This is an optimization exercise on Yosys and OpenROAD, whose aim is small area, a short achievable clock period and few clock cycles, not a production implementation.
Function was checked by simulation only, so behaviour that the tests miss may differ from the original.

==> try-ember <==
// zpid_ctrl
module zpid_ctrl (
    input  wire         clk,
    input  wire         rst,
    input  wire         op_valid,
    input  wire [2:0]   op,
    output wire         op_ready,
    input  wire [127:0] fb_in,      
    input  wire [95:0]  tgt_in,     
    input  wire [319:0] gain_in,    
    output reg          done,
    output reg          cmd_valid,
    output reg  [127:0] cmd_out,    
    output reg  [95:0]  vel_out     
);
export LEC_CHECK = 0
export ABC_AREA = 1
export ABC_CLOCK_PERIOD_IN_PS = 50000
export CAP_MARGIN = 10
export CORE_MARGIN = 2
export CORE_UTILIZATION = 60
export CTS_CLUSTER_SIZE = 40
export PLACE_DENSITY = 0.68
export SLEW_MARGIN = 10
create_clock -name core_clock -period 300.0 [get_ports {clk}]
run.sh (not shown) runs the stock make flow with config.mk's settings and CLKGATE_MAP_FILE= SYNTH_SCRIPT=/design/flow/synth_recipe.tcl, a recipe that flattens the netlist after the stock synthesis.
==> try-delta (differences from try-ember) <==
--- a/flow/design.v
+++ b/flow/design.v
@@ -557,49 +557,72 @@
     wire [9:0]  g_sub, gp_sub;
     generate
         for (gk = 0; gk < 10; gk = gk + 1) begin : g_flags
             assign gc[gk]     = cur ? gb1[gk] : gb0[gk];
             assign g_sub[gk]  = !gc[gk][23] && (gc[gk][22:0] != 23'd0);
             assign gp_sub[gk] = (gp[gk][30:23] == 8'd0) && (gp[gk][22:0] != 23'd0);
         end
     endgenerate
-    wire busy = |g_sub;
+    reg  busy;                   
+    reg  gps;                    
+    reg  pnew;                   
     wire used = |(v[11:1] & (bk[11:1] ^ {11{cur}}));
-    wire xfer = pend && !used;
+    wire xfer = pend && !used && !pnew;
     wire s1a  = v[1] & ~ph[1];
     wire s7b  = v[7] & ph[7];
     wire s8a  = v[8] & ~ph[8];
-    assign op_ready = !busy && !s1a && (!pend || (xfer && !(|gp_sub)));
+    wire [9:0] g_left;
+    generate
+        for (gk = 0; gk < 10; gk = gk + 1) begin : g_lf
+            assign g_left[gk] = g_sub[gk] && !gc[gk][22] && (gc[gk][21:0] != 22'd0);
+        end
+    endgenerate
+    reg  ready_r;
+    assign op_ready = ready_r;
     wire acc_op = op_valid && op_ready;
     wire a_tick = acc_op && (op == OP_TICK);
     wire a_gain = acc_op && (op == OP_GAINS);
     wire a_init = acc_op && (op == OP_INIT);
     wire [33:0] gp_u [0:9];
     wire [33:0] g_shl [0:9];     
     generate
         for (gk = 0; gk < 10; gk = gk + 1) begin : g_conv
             zf_b2u u_c (.x(gp[gk]), .y(gp_u[gk]));
             wire [8:0] dn;
             wire       dco;
             zf_inc #(9) u_d (.a(~gc[gk][32:24]), .ci(1'b1), .s(dn), .co(dco));
             assign g_shl[gk] = {gc[gk][33], ~dn, gc[gk][22:0], 1'b0};
         end
     endgenerate
+    wire        busy_n = xfer ? gps : |g_left;
+    wire        pend_n = a_gain | (pend & ~xfer);
+    wire        cur_n  = cur ^ xfer;
+    wire [11:1] v_n    = {v[10:8], s7b | s8a, v[6:1], a_tick | s1a};
+    wire [11:1] bk_n   = {bk[10:8], bk[7], bk[6:1], s1a ? bk[1] : cur_n};
+    wire        used_n = |(v_n & (bk_n ^ {11{cur_n}}));
+    wire        xfer_n = pend_n && !used_n && !a_gain;
+    wire        ready_n = !busy_n && !a_tick && (!pend_n || (xfer_n && !(|gp_sub)));
     always @(posedge clk) begin
         if (rst) begin
+            ready_r     <= 1'b1;
             initialized <= 1'b0;
             pend        <= 1'b0;
             cur         <= 1'b0;
+            busy        <= 1'b0;
+            pnew        <= 1'b0;
             v           <= 13'd0;
             gb0[0] <= U_ONE; gb0[1] <= U_ONE; gb0[2] <= U_ONE; gb0[3] <= U_500; gb0[4] <= U_2000;
             gb0[5] <= U_ONE; gb0[6] <= U_ONE; gb0[7] <= U_ONE; gb0[8] <= U_500; gb0[9] <= U_2000;
         end else begin
             if (a_init) initialized <= 1'b1;
             pend <= a_gain | (pend & ~xfer);
+            pnew <= a_gain;
+            busy <= busy_n;
+            ready_r <= ready_n;
             v    <= {v[11:8], s7b | s8a, v[6:1], a_tick | s1a, 1'b0};
             if (xfer) cur <= ~cur;
             for (k = 0; k < 10; k = k + 1) begin
                 if (xfer) begin
                     if (cur) gb0[k] <= gp_u[k];
                 end else if (g_sub[k]) begin
                     if (!cur) gb0[k] <= g_shl[k];
                 end
@@ -617,16 +640,17 @@
     end
     always @(posedge clk) begin
         ph  <= {ph[11:8],  s8a,    ph[6:1],  s1a,    1'b0};
         ini <= {ini[11:8], ini[7], ini[6:1], s1a ? ini[1] : initialized, 1'b0};
         bk  <= {bk[11:8],  bk[7],  bk[6:1],  s1a ? bk[1] : (cur ^ xfer), 1'b0};
         if (!pend || xfer)
             for (k = 0; k < 10; k = k + 1)
                 gp[k] <= gain_in[32*k +: 32];
+        gps <= |gp_sub;
     end
     wire [32:0] g_n [0:9];
     generate
         for (gk = 0; gk < 10; gk = gk + 1) begin : g_n_fmt
             localparam integer ST = (gk < 4) ? 4 : (gk == 4) ? 6 : (gk < 9) ? 10 : 12;
             wire [33:0] gs = bk[ST] ? gb1[gk] : gb0[gk];
             assign g_n[gk] = {gs[33:24], gs[22:0]};
         end
==> flow/config.mk (replaced) <==
export PLATFORM = sky130hd
export DESIGN_NAME = zpid_ctrl
export DESIGN_NICKNAME = zpid_ctrl
export VERILOG_FILES = /design/flow/design.v
export SDC_FILE = /design/flow/constraint.sdc
export NUM_CORES = 8
export LEC_CHECK = 0
export ABC_AREA = 1
export ABC_CLOCK_PERIOD_IN_PS = 50000
export CAP_MARGIN = 20
export CORE_MARGIN = 2
export CORE_UTILIZATION = 55
export PLACE_DENSITY = 0.65
export SLEW_MARGIN = 20
==> try-quartz (differences from try-ember) <==
--- a/flow/design.v
+++ b/flow/design.v
@@ -557,23 +557,31 @@
     wire [9:0]  g_sub, gp_sub;
     generate
         for (gk = 0; gk < 10; gk = gk + 1) begin : g_flags
             assign gc[gk]     = cur ? gb1[gk] : gb0[gk];
             assign g_sub[gk]  = !gc[gk][23] && (gc[gk][22:0] != 23'd0);
             assign gp_sub[gk] = (gp[gk][30:23] == 8'd0) && (gp[gk][22:0] != 23'd0);
         end
     endgenerate
-    wire busy = |g_sub;
+    reg  busy;                   
+    reg  gps;                    
+    reg  pnew;                   
     wire used = |(v[11:1] & (bk[11:1] ^ {11{cur}}));
-    wire xfer = pend && !used;
+    wire xfer = pend && !used && !pnew;
     wire s1a  = v[1] & ~ph[1];
     wire s7b  = v[7] & ph[7];
     wire s8a  = v[8] & ~ph[8];
-    assign op_ready = !busy && !s1a && (!pend || (xfer && !(|gp_sub)));
+    wire [9:0] g_left;
+    generate
+        for (gk = 0; gk < 10; gk = gk + 1) begin : g_lf
+            assign g_left[gk] = g_sub[gk] && !gc[gk][22] && (gc[gk][21:0] != 22'd0);
+        end
+    endgenerate
+    assign op_ready = !busy && !s1a && (!pend || (xfer && !gps));
     wire acc_op = op_valid && op_ready;
     wire a_tick = acc_op && (op == OP_TICK);
     wire a_gain = acc_op && (op == OP_GAINS);
     wire a_init = acc_op && (op == OP_INIT);
     wire [33:0] gp_u [0:9];
     wire [33:0] g_shl [0:9];     
     generate
         for (gk = 0; gk < 10; gk = gk + 1) begin : g_conv
@@ -584,22 +592,26 @@
             assign g_shl[gk] = {gc[gk][33], ~dn, gc[gk][22:0], 1'b0};
         end
     endgenerate
     always @(posedge clk) begin
         if (rst) begin
             initialized <= 1'b0;
             pend        <= 1'b0;
             cur         <= 1'b0;
+            busy        <= 1'b0;
+            pnew        <= 1'b0;
             v           <= 13'd0;
             gb0[0] <= U_ONE; gb0[1] <= U_ONE; gb0[2] <= U_ONE; gb0[3] <= U_500; gb0[4] <= U_2000;
             gb0[5] <= U_ONE; gb0[6] <= U_ONE; gb0[7] <= U_ONE; gb0[8] <= U_500; gb0[9] <= U_2000;
         end else begin
             if (a_init) initialized <= 1'b1;
             pend <= a_gain | (pend & ~xfer);
+            pnew <= a_gain;
+            busy <= xfer ? gps : |g_left;
             v    <= {v[11:8], s7b | s8a, v[6:1], a_tick | s1a, 1'b0};
             if (xfer) cur <= ~cur;
             for (k = 0; k < 10; k = k + 1) begin
                 if (xfer) begin
                     if (cur) gb0[k] <= gp_u[k];
                 end else if (g_sub[k]) begin
                     if (!cur) gb0[k] <= g_shl[k];
                 end
@@ -617,16 +629,17 @@
     end
     always @(posedge clk) begin
         ph  <= {ph[11:8],  s8a,    ph[6:1],  s1a,    1'b0};
         ini <= {ini[11:8], ini[7], ini[6:1], s1a ? ini[1] : initialized, 1'b0};
         bk  <= {bk[11:8],  bk[7],  bk[6:1],  s1a ? bk[1] : (cur ^ xfer), 1'b0};
         if (!pend || xfer)
             for (k = 0; k < 10; k = k + 1)
                 gp[k] <= gain_in[32*k +: 32];
+        gps <= |gp_sub;
     end
     wire [32:0] g_n [0:9];
     generate
         for (gk = 0; gk < 10; gk = gk + 1) begin : g_n_fmt
             localparam integer ST = (gk < 4) ? 4 : (gk == 4) ? 6 : (gk < 9) ? 10 : 12;
             wire [33:0] gs = bk[ST] ? gb1[gk] : gb0[gk];
             assign g_n[gk] = {gs[33:24], gs[22:0]};
         end
==> flow/config.mk (replaced) <==
export PLATFORM = sky130hd
export DESIGN_NAME = zpid_ctrl
export DESIGN_NICKNAME = zpid_ctrl
export VERILOG_FILES = /design/flow/design.v
export SDC_FILE = /design/flow/constraint.sdc
export NUM_CORES = 8
export LEC_CHECK = 0
export ABC_AREA = 1
export ABC_CLOCK_PERIOD_IN_PS = 50000
export CAP_MARGIN = 20
export CORE_MARGIN = 2
export CORE_UTILIZATION = 55
export PLACE_DENSITY = 0.65
export SLEW_MARGIN = 20
==> results.sh <==
export IMPL_outcome="timing/DRC/antenna clean"
export IMPL_buffer_area_frac=0.0295
export IMPL_fin_util=0.594
export IMPL_critPathMaxFanout=170
export IMPL_drt_met1_wl_mm=755
export IMPL_final_cell_mix="nand2_1 (20.5k), inv_1 (10.8k), o21ai_0 (8081)"
export IMPL_fillers=92300
export IMPL_clk_share=0.0335
the above is filed under try-delta

==> results.sh <==
export IMPL_maxCapViolations=2
export IMPL_clk_share=0.0337
export IMPL_fillers=92700
export IMPL_fin_util=0.594
export IMPL_drt_met1_wl_mm=723
export IMPL_final_cell_mix="nand2_1 (19.9k), inv_1 (10.7k), o21ai_0 (8080)"
export IMPL_critPathMaxFanout=86
export IMPL_outcome="finished with violations"
export IMPL_violations="max-capacitance violations"
the above is filed under try-quartz

==> results.sh <==
export IMPL_outcome="finished with violations"
export IMPL_violations="max-capacitance violations, max-slew violations"
export IMPL_drv_slew=6
export IMPL_clk_share=0.0328
export IMPL_maxCapViolations=4
export IMPL_fin_util=0.645
export IMPL_buffer_area_frac=0.0295
export IMPL_critPathMaxFanout=107
export IMPL_drt_met1_wl_mm=769
export IMPL_final_cell_mix="nand2_1 (19.9k), inv_1 (10.6k), o21ai_0 (8091)"
the above is filed under try-ember

Testbench counts of try-ember, summed over its fixed seeds: cycles 3,976.
Testbench counts of try-delta, summed over its fixed seeds: cycles 3,992.
Testbench counts of try-quartz, summed over its fixed seeds: cycles 3,992.

========
==> inputs of try-juniper <==
zpid_ctrl with an RTL version that a note above also has.
export LEC_CHECK = 0
export ABC_AREA = 1
export ABC_CLOCK_PERIOD_IN_PS = 50000
export CAP_MARGIN = 20
export CORE_MARGIN = 2
export CORE_UTILIZATION = 58
export CTS_CLUSTER_SIZE = 40
export PLACE_DENSITY = 0.66
export SLEW_MARGIN = 20
create_clock -name core_clock -period 300.0 [get_ports {clk}]
==> try-fjord (differences from try-juniper) <==
- CAP_MARGIN: 20 -> 30
- CORE_UTILIZATION: 58 -> 55
- CTS_CLUSTER_SIZE: 40 -> default
- PLACE_DENSITY: 0.66 -> 0.65
- SLEW_MARGIN: 20 -> 30
==> summary of the runs <==
In synthesized cell count, try-juniper and try-fjord do not differ.
In try-juniper the fmax is smaller than in try-fjord, by 0.31%.
Between try-fjord and try-juniper, the lower core utilization is in try-fjord (gap 2.9 points).
Between try-juniper and try-fjord, the lower non-clock buffer count is in try-juniper (gap 138).
try-fjord completed without violations. try-juniper finished but fails on capacitance limit, slew limit.
Testbench counts of try-juniper, summed over its fixed seeds: cycles 3,992.
Testbench counts of try-fjord, summed over its fixed seeds: cycles 3,992.

port drivers added, routing unchanged:
Ports are ideal in the flow. The routed layouts listed here were re-timed in OpenROAD. Step 1, drivers: a clkbuf_16 drives clk and a buf_2 each remaining input, both assumed. Step 2 moves the port delays by t, midway between the first and last clock arrival at a register: inputs arrive t later, outputs are due t later. That takes back most of the time a late clock gives input paths. a / b / c = no drivers / after step 1 / after step 2; a / b = the first two.
| run | t (ns) | setup WS [ns] | worst hold slack (ns) | latest minus earliest clock arrival (ns) | slew at the worst register clock pin (ns) |
|---|---|---|---|---|---|
| try-ember | 1.353 | 231.769 / 231.597 / 232.949 | 0.271 / 0.271 / 0.271 | 0.145 / 0.145 | 0.09 / 0.09 |
| try-delta | 1.256 | 237.408 / 237.340 / 236.278 | 0.214 / 0.214 / 0.214 | 0.201 / 0.200 | 0.09 / 0.09 |
| try-quartz | 1.240 | 233.674 / 233.511 / 234.751 | 0.261 / 0.261 / 0.261 | 0.181 / 0.180 | 0.08 / 0.08 |
| try-juniper | 1.270 | 237.199 / 237.342 / 236.072 | 0.204 / 0.204 / 0.204 | 0.188 / 0.188 | 0.08 / 0.08 |
| try-fjord | 1.270 | 237.394 / 237.389 / 236.251 | 0.198 / 0.198 / 0.198 | 0.204 / 0.204 | 0.08 / 0.08 |
For try-fjord, which loses most, drivers alone change the setup slack by -0.005 ns; drivers and shift together by -1.143 ns.
